Source: an optimization exercise on an open RTL-to-GDS flow (aim: small area, a short achievable clock period and few clock cycles per item). Production flows keep margins and buffers that such runs may drop.
Function was checked by simulation only, so behaviour that the tests miss may differ from the original.
Power figures rest on the tool's default switching activity, not on a simulated workload.

==> flow/design.v <==
module blackcat_ts (
    input  wire        clk,
    input  wire        rst,             
    input  wire        mode_capture,    
    input  wire        coarse_only_en,  
    input  wire        session_start,   
    input  wire        hist_clear,      
    input  wire        cal_build,       
    input  wire        cal_wr,          
    input  wire [3:0]  cal_ch,
    input  wire        cal_set,         
    input  wire [8:0]  cal_lo,
    input  wire [8:0]  cal_hi,
    input  wire        in_valid,
    input  wire [31:0] in_word,
    output wire        in_ready,
    output wire        busy,
    output reg         ts_valid,
    output reg  [3:0]  ts_ch,
    output reg  [27:0] ts_epoch,
    output reg  [11:0] ts_coarse,
    output reg         ts_fine_valid,
    output reg  [11:0] ts_fine,
    output reg         ts_edge,
    output reg         diag_valid,
    output reg  [1:0]  diag_kind,
    output reg  [27:0] diag_info0,
    output reg  [31:0] diag_info1
);
    localparam [1:0] DIAG_HIT_BEFORE_EPOCH = 2'd0,
                     DIAG_EPOCH_DECREASE   = 2'd1,
                     DIAG_MISSING_CAL      = 2'd2,
                     DIAG_DEGENERATE_CAL   = 2'd3;
    localparam [1:0] C_DIV  = 2'd0,    
                     C_ZERO = 2'd1,    
                     C_MAX  = 2'd2,    
                     C_CO   = 2'd3;    
    localparam [11:0] FINE_MAX = 12'd2940;
    localparam integer NDIV = 6;    
    integer i, k;
    function [20:0] r4step;
        input [8:0]  rem;
        input [11:0] sh;
        input [8:0]  d;
        input [10:0] d3;
        reg   [10:0] t;
        reg   [8:0]  s1, s2, s3, r;
        reg          g1, g2, g3;
        begin
            t  = {rem, sh[11:10]};
            g3 = (t >= d3);
            g2 = (t >= {1'b0, d, 1'b0});
            g1 = (t >= {2'b0, d});
            s1 = t[8:0] - d;
            s2 = t[8:0] - {d[7:0], 1'b0};
            s3 = t[8:0] - d3[8:0];
            if (g3)      r = s3;
            else if (g2) r = s2;
            else if (g1) r = s1;
            else         r = t[8:0];
            r4step = {r, sh[9:0], g2, g3 | (g1 & ~g2)};
        end
    endfunction
    reg        rdy_r;
    reg        busy_r;
    reg        mode_r;        
    reg        co_r;          
    reg        brd;           
    reg        cw_r;          
    reg        cw_all;        
    reg [3:0]  cw_ch;
    reg        cw_set;
    reg [8:0]  cw_lo;
    reg [8:0]  cw_hi;
    assign in_ready = rdy_r;
    assign busy     = busy_r;
    wire accept = in_valid & rdy_r;
    reg [8:0]  cal_low  [0:15];
    reg [8:0]  cal_dif  [0:15];    
    reg        cap_valid [0:15];
    reg [8:0]  cap_low   [0:15];
    reg [8:0]  cap_high  [0:15];
    wire       cw_tab = cw_set & ~cw_all;
    wire [8:0] cw_blo = cw_lo | {9{~cw_tab}};
    wire [8:0] cw_bd  = (cw_hi - cw_lo) | {9{~cw_tab}};
    reg        v0;
    reg [31:0] w0;
    reg [15:0] w0_oh;      
    wire        is_hit  = w0[31];
    wire [27:0] w_epoch = w0[27:0];
    wire [3:0]  w_ch    = w0[25:22];
    wire [8:0]  w_raw   = w0[20:12];
    wire        brd_nx  = cal_build | (brd & (w_ch != 4'd15));
    wire [3:0]  ch_nx   = cal_build ? 4'd0 : brd ? w_ch + 4'd1 : in_word[25:22];
    reg        have_epoch;
    reg [27:0] epoch;
    wire       sel_cap = mode_r | brd;
    reg  [8:0] r_cal_lo, r_cal_d, r_cap_lo, r_cap_hi;
    reg        k_val;
    always @(*) begin
        r_cal_lo = 9'd0;
        r_cal_d  = 9'd0;
        r_cap_lo = 9'd0;
        r_cap_hi = 9'd0;
        k_val    = 1'b0;
        for (i = 0; i < 16; i = i + 1) begin
            r_cal_lo = r_cal_lo | ({9{w0_oh[i]}} & cal_low[i]);
            r_cal_d  = r_cal_d  | ({9{w0_oh[i]}} & cal_dif[i]);
            r_cap_lo = r_cap_lo | ({9{w0_oh[i]}} & cap_low[i]);
            r_cap_hi = r_cap_hi | ({9{w0_oh[i]}} & cap_high[i]);
            k_val    = k_val    | (w0_oh[i] & cap_valid[i]);
        end
    end
    wire [8:0] c_lo  = sel_cap ? r_cap_lo : r_cal_lo;
    wire [8:0] c_f2  = sel_cap ? r_cap_hi : r_cal_d;
    wire [9:0] c_off = {1'b0, w_raw} - {1'b0, c_lo};
    wire       c_empty = (&c_lo) & c_f2[0];
    wire       c_degen = ~|c_f2;
    wire       c_le_lo = c_off[9] | (w_raw == c_lo);
    wire       c_lt_lo = c_off[9];
    wire       c_gt_hi = (w_raw > c_f2);
    wire dec     = v0 & ~mode_r;
    wire dec_hit = dec & is_hit;
    wire dec_ep  = dec & ~is_hit;
    wire cap_hit = v0 & mode_r & is_hit;
    wire bad_cal = c_empty | c_degen;
    reg        p1_h, p1_e, p1_c;   
    reg [3:0]  p1_f;         
    reg [4:0]  p1_wa;        
    reg [11:0] p1_wb;        
    reg [8:0]  p1_d;         
    reg [8:0]  p1_off;
    wire       p1_bad = p1_f[3] | p1_f[2];
    wire       p1_ge_hi = (p1_off >= p1_d);    
    reg  [1:0] p1_cls;
    always @(*) begin
        if (p1_e)         p1_cls = p1_f[1:0];
        else if (p1_bad)  p1_cls = C_CO;
        else if (p1_f[1]) p1_cls = C_ZERO;
        else if (p1_ge_hi) p1_cls = C_MAX;
        else              p1_cls = C_DIV;
    end
    wire [3:0] p1_ch = p1_wa[4:1];
    wire [20:0] s2_m = {p1_off, 11'd0} + {1'b0, p1_off, 10'd0}
                     + ~{4'd0, p1_off, 7'd0} + ~{10'd0, p1_off, 1'b0} + ~{11'd0, p1_off}
                     + {13'd0, p1_d[8:1]} + 21'd3;
    reg        pd_v   [0:NDIV-1];
    reg        pd_e   [0:NDIV-1];
    reg [1:0]  pd_cls [0:NDIV-1];
    reg [4:0]  pd_wa  [0:NDIV-1];
    reg [11:0] pd_wb  [0:NDIV-1];
    reg [8:0]  pd_d   [0:NDIV-1];
    reg [10:0] pd_d3  [0:NDIV-1];    
    reg [20:0] pd_q   [0:NDIV-1];    
    reg [20:0] st_q [0:NDIV-1];
    always @(*) begin
        for (k = 0; k < NDIV; k = k + 1) begin
            st_q[k] = r4step(pd_q[k][20:12], pd_q[k][11:0], pd_d[k], pd_d3[k]);
        end
    end
    wire [1:0] l_cls = pd_cls[NDIV-1];
    reg busy_nx;
    always @(*) begin
        busy_nx = accept | v0 | p1_h | brd_nx;
        for (k = 0; k < NDIV - 1; k = k + 1)
            busy_nx = busy_nx | pd_v[k];
    end
    always @(posedge clk) begin
        w0 <= in_word;
        w0[25:22] <= ch_nx;
        for (i = 0; i < 16; i = i + 1)
            w0_oh[i] <= (ch_nx == i);
        mode_r <= mode_capture;
        co_r   <= coarse_only_en;
        if (brd) begin
            cw_ch  <= w_ch;
            cw_set <= k_val;
            cw_lo  <= c_lo;
            cw_hi  <= c_f2;
        end else begin
            cw_ch  <= cal_ch;
            cw_set <= cal_set;
            cw_lo  <= cal_lo;
            cw_hi  <= cal_hi;
        end
        p1_wa  <= w0[25:21];
        p1_wb  <= w0[11:0];
        p1_off <= c_off[8:0];
        if (mode_r)
            p1_f <= {2'b00, ~k_val | c_gt_hi, ~k_val | c_lt_lo};
        else if (is_hit)
            p1_f <= {c_empty, c_degen, c_le_lo, 1'b0};
        else
            p1_f <= {2'b00, w0[27:26]};
        p1_d   <= (is_hit & ~mode_r) ? c_f2 : w0[20:12];
        pd_cls[0] <= p1_cls;
        pd_wa[0]  <= p1_wa;
        pd_wb[0]  <= p1_wb;
        pd_d[0]   <= p1_d;
        pd_d3[0]  <= {1'b0, p1_d, 1'b0} + {2'b0, p1_d};
        pd_q[0]   <= s2_m;
        for (k = 1; k < NDIV; k = k + 1) begin
            pd_cls[k] <= pd_cls[k-1];
            pd_wa[k]  <= pd_wa[k-1];
            pd_wb[k]  <= pd_wb[k-1];
            pd_d[k]   <= pd_d[k-1];
            pd_d3[k]  <= pd_d3[k-1];
            pd_q[k]   <= st_q[k-1];
        end
        ts_ch         <= pd_wa[NDIV-1][4:1];
        ts_coarse     <= {pd_wb[NDIV-1][10:0], pd_wa[NDIV-1][0]};
        ts_edge       <= pd_wb[NDIV-1][11];
        ts_fine_valid <= (l_cls != C_CO);
        case (l_cls)
            C_DIV:   ts_fine <= st_q[NDIV-1][11:0];
            C_MAX:   ts_fine <= FINE_MAX;
            default: ts_fine <= 12'd0;
        endcase
        if (pd_e[NDIV-1])
            ts_epoch <= {l_cls, pd_wa[NDIV-1], pd_d[NDIV-1], pd_wb[NDIV-1]};
        diag_info1 <= {w0[31:28] & {4{is_hit}}, w0[27:0]};
        diag_info0 <= is_hit ? {24'd0, w_ch} : epoch;
        if (!is_hit)             diag_kind <= DIAG_EPOCH_DECREASE;
        else if (!have_epoch)    diag_kind <= DIAG_HIT_BEFORE_EPOCH;
        else if (c_empty)        diag_kind <= DIAG_MISSING_CAL;
        else                     diag_kind <= DIAG_DEGENERATE_CAL;
        if (dec_ep)
            epoch <= w_epoch;
        for (i = 0; i < 16; i = i + 1) begin
            if (p1_c && p1_ch == i) begin
                if (p1_f[0]) cap_low[i]  <= p1_d;
                if (p1_f[1]) cap_high[i] <= p1_d;
            end
        end
        for (i = 0; i < 16; i = i + 1) begin
            if (cw_all || (cw_r && cw_ch == i)) begin
                cal_low[i]  <= cw_blo;
                cal_dif[i]  <= cw_bd;
            end
        end
        if (rst) begin
            rdy_r      <= 1'b0;
            busy_r     <= 1'b0;
            brd        <= 1'b0;
            v0         <= 1'b0;
            cw_r       <= 1'b0;
            cw_all     <= 1'b1;
            have_epoch <= 1'b0;
            p1_h       <= 1'b0;
            p1_e       <= 1'b0;
            p1_c       <= 1'b0;
            for (k = 0; k < NDIV; k = k + 1) begin
                pd_v[k] <= 1'b0;
                pd_e[k] <= 1'b0;
            end
            ts_valid   <= 1'b0;
            diag_valid <= 1'b0;
            for (i = 0; i < 16; i = i + 1)
                cap_valid[i] <= 1'b0;
        end else begin
            rdy_r  <= ~brd_nx & ~(accept & mode_r);
            busy_r <= busy_nx;
            brd    <= brd_nx;
            v0     <= accept;
            cw_r   <= cal_wr | brd;
            cw_all <= 1'b0;
            if (session_start)
                have_epoch <= 1'b0;
            else if (dec_ep)
                have_epoch <= 1'b1;
            if (hist_clear)
                for (i = 0; i < 16; i = i + 1)
                    cap_valid[i] <= 1'b0;
            else
                for (i = 0; i < 16; i = i + 1)
                    if (p1_c && p1_ch == i)
                        cap_valid[i] <= 1'b1;
            p1_h <= dec_hit & have_epoch;
            p1_e <= dec_ep;
            p1_c <= cap_hit;
            pd_v[0] <= p1_h & (~p1_bad | co_r);
            pd_e[0] <= p1_e;
            for (k = 1; k < NDIV; k = k + 1) begin
                pd_v[k] <= pd_v[k-1];
                pd_e[k] <= pd_e[k-1];
            end
            ts_valid   <= pd_v[NDIV-1];
            diag_valid <= (dec_ep & have_epoch & (w_epoch < epoch))
                        | (dec_hit & (~have_epoch | bad_cal));
        end
    end
endmodule
==> flow/flow/run.sh <==
#!/bin/bash
# Layout flow: the standard ORFS flow (standard.sh) with these changes:
#  - synthesis leaves the adders to ABC (ADDER_MAP_FILE empty, so no
#    full/half-adder cell extraction); registers are the same as the
#    standard synthesis's,
#  - the timing repair steps aim for a setup slack of SETUP_MARGIN ns at
#    the design's clock period.
# Each step's output goes to a log file of its own in this folder.
set -euo pipefail
source flow/settings.sh
ARGS=(ADDER_MAP_FILE= SETUP_SLACK_MARGIN=$SETUP_MARGIN $EXTRA_ARGS)
for step in synth floorplan place cts route finish; do
  bash standard.sh "${ARGS[@]}" $step > log_$step.txt 2>&1
done
==> flow/flow/settings.sh <==
SETUP_MARGIN=8.5
EXTRA_ARGS=""
==> flow/standard.sh <==
#!/bin/bash
# synth_recipe.tcl (not shown) runs the flow's synth.tcl, then flattens the netlist and writes it again
# the make line also repeats each setting of config.mk as NAME=value (left out here)
make -C /OpenROAD-flow-scripts/flow DESIGN_CONFIG=/design/flow/config.mk WORK_HOME=/design/flow/orfs CLKGATE_MAP_FILE= SYNTH_SCRIPT=/design/flow/synth_recipe.tcl "${@:-finish}"
==> flow/config.mk <==
export PLATFORM = sky130hd
export DESIGN_NAME = blackcat_ts
export DESIGN_NICKNAME = blackcat_ts
export VERILOG_FILES = /design/flow/design.v
export SDC_FILE = /design/flow/constraint.sdc
export NUM_CORES = 4
export LEC_CHECK = 0
export CAP_MARGIN = 20
export CORE_MARGIN = 2
export CORE_UTILIZATION = 40
export SLEW_MARGIN = 20
==> flow/constraint.sdc <==
create_clock -name core_clock -period 12.0 [get_ports {clk}]
set_input_delay 2.4000 -clock core_clock [delete_from_list [all_inputs] [get_ports {clk}]]
set_output_delay 2.4000 -clock core_clock [all_outputs]
set_load 0.01 [all_outputs]
==> reports/metrics.cfg <==
[clock_tree]
clockRootBuffer=clkbuf_16
cts.sinks=1213
cts_tree=yes
cts_buffer_depth=3
numCtsBuffers=120
clkTransAtPathRegs_ps=70
worstSkewPairLatency_ps=750
cts_htree_levels=3

[detailed_routing]
drtIter0Drc=3278
viasPerCell=5.53
postRouteAntennaNets=0
vias=30094
drt_wl_total_um=130000
wire_per_inst_um=23.9
drc_errors=0
drt_first_pass_iters=6

[yosys]
yosysTopAreaCellShare_pct=41.7
syn_area_um2=45500
yosys_warnings=15
synth.most_common_cell=edfxtp_1
ys_top_cells_by_count=edfxtp_1, dfxtp_1, nor2_1
synth_nets=3578
syn_inst=3514
synth_edf_count=632
ys.flop_type=edfxtp_1
avgSynthCellArea_um2=12.9
async_flop_share_pct=0
ys_seq_area_share_pct=67.3
synth_cell_types=91
synth_seq_cells=1213
synth.area.top_cells=edfxtp_1, dfxtp_1, xnor2_1
synth.largest_area_cell=edfxtp_1

[floorplanning]
rows=123
die_w_um=341
core_area_um2=113000
initial_utilization_pct=40.4
io_pins=188
dieArea_um2=116000
fp.dieH_um=341

[timing]
slew_headroom_pct=25.6
hold_viol=0
fin_skew_ps=95.9
setup_violations=0
min_period_ps=3730
tightest_slew_ps=1110
tns_ps=0
max_clock_freq_mhz=268
rsz0062_at_grt=true
period_share_pct=31.1
hold-worst-slack_ps=302
slew_violations=0

[worst_setup_path]
worst_ep_required_time_ps=9600
r2r_slack_ps=8550
crit_type=register to output port
cp-start-kind=register
end_kind=output port
critPathArrivalTime_ps=1330
path_max_fanout=2

[power_and_ir_drop]
power_frac_seq_pct=40.6
power_density_nw_per_um2=238
combPwrFrac_pct=30.8
p_int_uw=8890
switching_power_uw=4300
p_sw_share_pct=32.6
leakagePower_uw=0.0194
ir_drop_mv=0.126
pwr-share-clk_pct=28.6

[global_route]
grt_pass1_vias=28491
antenna_found_initial=2
grt.total_usage_pct=21.1
gr-total-overflow=0
grt_max_degree=51
grt_pass1_wl_um=185000

[place]
routabilityCongestion=0.862
port_buffers=187
dp_hpwl_um=78600

[cells_and_area]
drive_above_1_share_pct=20.0
syn2layout_area_growth_pct=21.7
num-nets-final=3893

[outcome]
status=complete, no violations

[hold_path]
hold_path.class=register to register

[flow_run]
drv_cap=0

kinds of logic after synthesis:
| kind of cell | share of synthesized area, % |
|---|---|
| flops | 67.3 |
| simple gates | 8.53 |
| compound gates | 11.9 |
| buf+inv | 2.62 |
| xor+xnor | 5.58 |
| fa+ha+maj | 3.15 |
| mux | 0.880 |
area by class of cell:
class	count	area (um^2)
Fill cell	9785	57300
Multi-Input combinational cell	1993	14500
Sequential cell	1213	30800
Timing Repair Buffer	350	3570
Clock buffer	164	3390
Tap cell	1500	1880
Clock inverter	65	638
Inverter	151	581
Antenna cell	2	5.00
routing by layer:
| layer | global-route usage [%] | part of all wire (%) | vias up |
|---|---|---|---|
| met5 | 0 | 0 | - |
| met4 | 5.31 | 2.2 | 0 |
| met3 | 4.01 | 9.7 | 180 |
| met2 | 34.0 | 46 | 1333 |
| met1 | 29.4 | 42 | 14932 |
| li1 | - | - | 13649 |
power by group through the flow:
| stage | clock network (uW) | registers [uW] | logic [uW] |
|---|---|---|---|
| after floorplan | 0 | 5230 | 2820 |
| after global placement | 0 | 5410 | 3500 |
| after detailed placement | 0 | 5420 | 3530 |
| after CTS | 3840 | 5340 | 3750 |
| after global routing | 4000 | 5420 | 4430 |
| final | 3770 | 5350 | 4060 |
critical path, cell delays in order (launching register included):
cell,delay (ps)
dfxtp_2,330
buf_12,120
buf_8,120
through the flow:
stage | setup WS, ps | instances | util [%] | area (um^2) | power, uW
floorplan | 8510 | 3514 | - | 45500 | 8050
detailed placement | 7660 | 5110 | 43.8 | 49300 | 8960
finish | 8270 | 5438 | 49.1 | 55400 | 13200
global placement | 7710 | 5110 | 43.8 | 49300 | 8920
CTS | 8230 | 5376 | 47.9 | 54000 | 12900
global route | 8240 | 5436 | 49.1 | 55400 | 13800
registers in the layout, summed over array words and instances (netlist names), 30 cells and up:
register  count
cal_dif     144
cal_low     144
cap_high    144
cap_low     144
pd_q        126
pd_wb        72
pd_d3        66
pd_d         48
w0           32
pd_wa        30
path summary, 6_finish.rpt:
check / startpoint / end / cells after the start
min: pd_wb[1][11]$_DFF_P_ / pd_wb[2][11]$_DFF_P_ / 0
min reg2reg: pd_wb[1][11]$_DFF_P_ / pd_wb[2][11]$_DFF_P_ / 0
max: p1_wa[1]$_DFF_P_ / diag_info1[22] / 2
max reg2reg: pd_d3[1][0]$_DFF_P_ / pd_q[2][13]$_DFF_P_ / 11
placed cells by master, fill, tap and decap left out, drive strengths merged, types with 12 or more instances in the layout:
| cell type | count |
|---|---|
| clkbuf | 177 |
| clkinvlp | 13 |
| mux2i | 13 |
| dfxtp | 581 |
| and2 | 33 |
| a222oi | 30 |
| a211oi | 18 |
| inv | 152 |
| nand2b | 61 |
| maj3 | 141 |
| o21ai | 96 |
| edfxtp | 632 |
| o21a | 25 |
| nor2b | 81 |
| a31oi | 33 |
| a2111oi | 18 |
| nor3 | 58 |
| a221oi | 65 |
| o31ai | 24 |
| nand4 | 36 |
| mux2 | 24 |
| buf | 273 |
| nor4 | 19 |
| and3 | 12 |
| xor2 | 91 |
| nor2 | 206 |
| a21oi | 106 |
| clkinv | 44 |
| o211ai | 18 |
| xnor2 | 196 |
| nand2 | 168 |
| a22o | 53 |
| a22oi | 145 |
| clkdlybuf4s50 | 63 |
| nand3 | 61 |
timing repair:
| action | in CTS | in global routing |
|---|---|---|
| hold buffers | 0 | 0 |
| buffers inserted | 32 | 47 |
| gates cloned | 5 | 13 |
| pin swaps | 24 | 51 |
| gates resized for setup | 780 | 178 |
| setup endpoints to repair | 241 | 190 |
Testbench counts, summed over its fixed seeds: cycles 24,064, items 24,000.

[afterwards: timing with drivers on the ports]
How much do the figures lean on ideal ports? The routed layout below was timed once more, with nothing changed but the port constraints.
Step 1 (the two cells are an assumption about what drives the block):
set clk [get_ports {clk}]
set_driving_cell -lib_cell sky130_fd_sc_hd__clkbuf_16 $clk
set_driving_cell -lib_cell sky130_fd_sc_hd__buf_2 [delete_from_list [all_inputs] $clk]
Step 2, shift: input delay + t, output delay - t, t = (earliest + latest rising clock arrival at the registers) / 2. This alone moves slack from input paths to output paths.
a / b / c = no drivers / after step 1 / after step 2; a / b = the first two.
t, ns: 0.781
setup slack, ns: 8.273 / 8.201 / 8.002
worst setup path after step 2: input to register
worst data-port slew with drivers (ns): 0.09
cell pins on the clock port's net: 1
After both steps setup and hold are still met in this run. For this run, drivers alone change the setup slack by -0.072 ns; drivers and shift together by -0.271 ns.
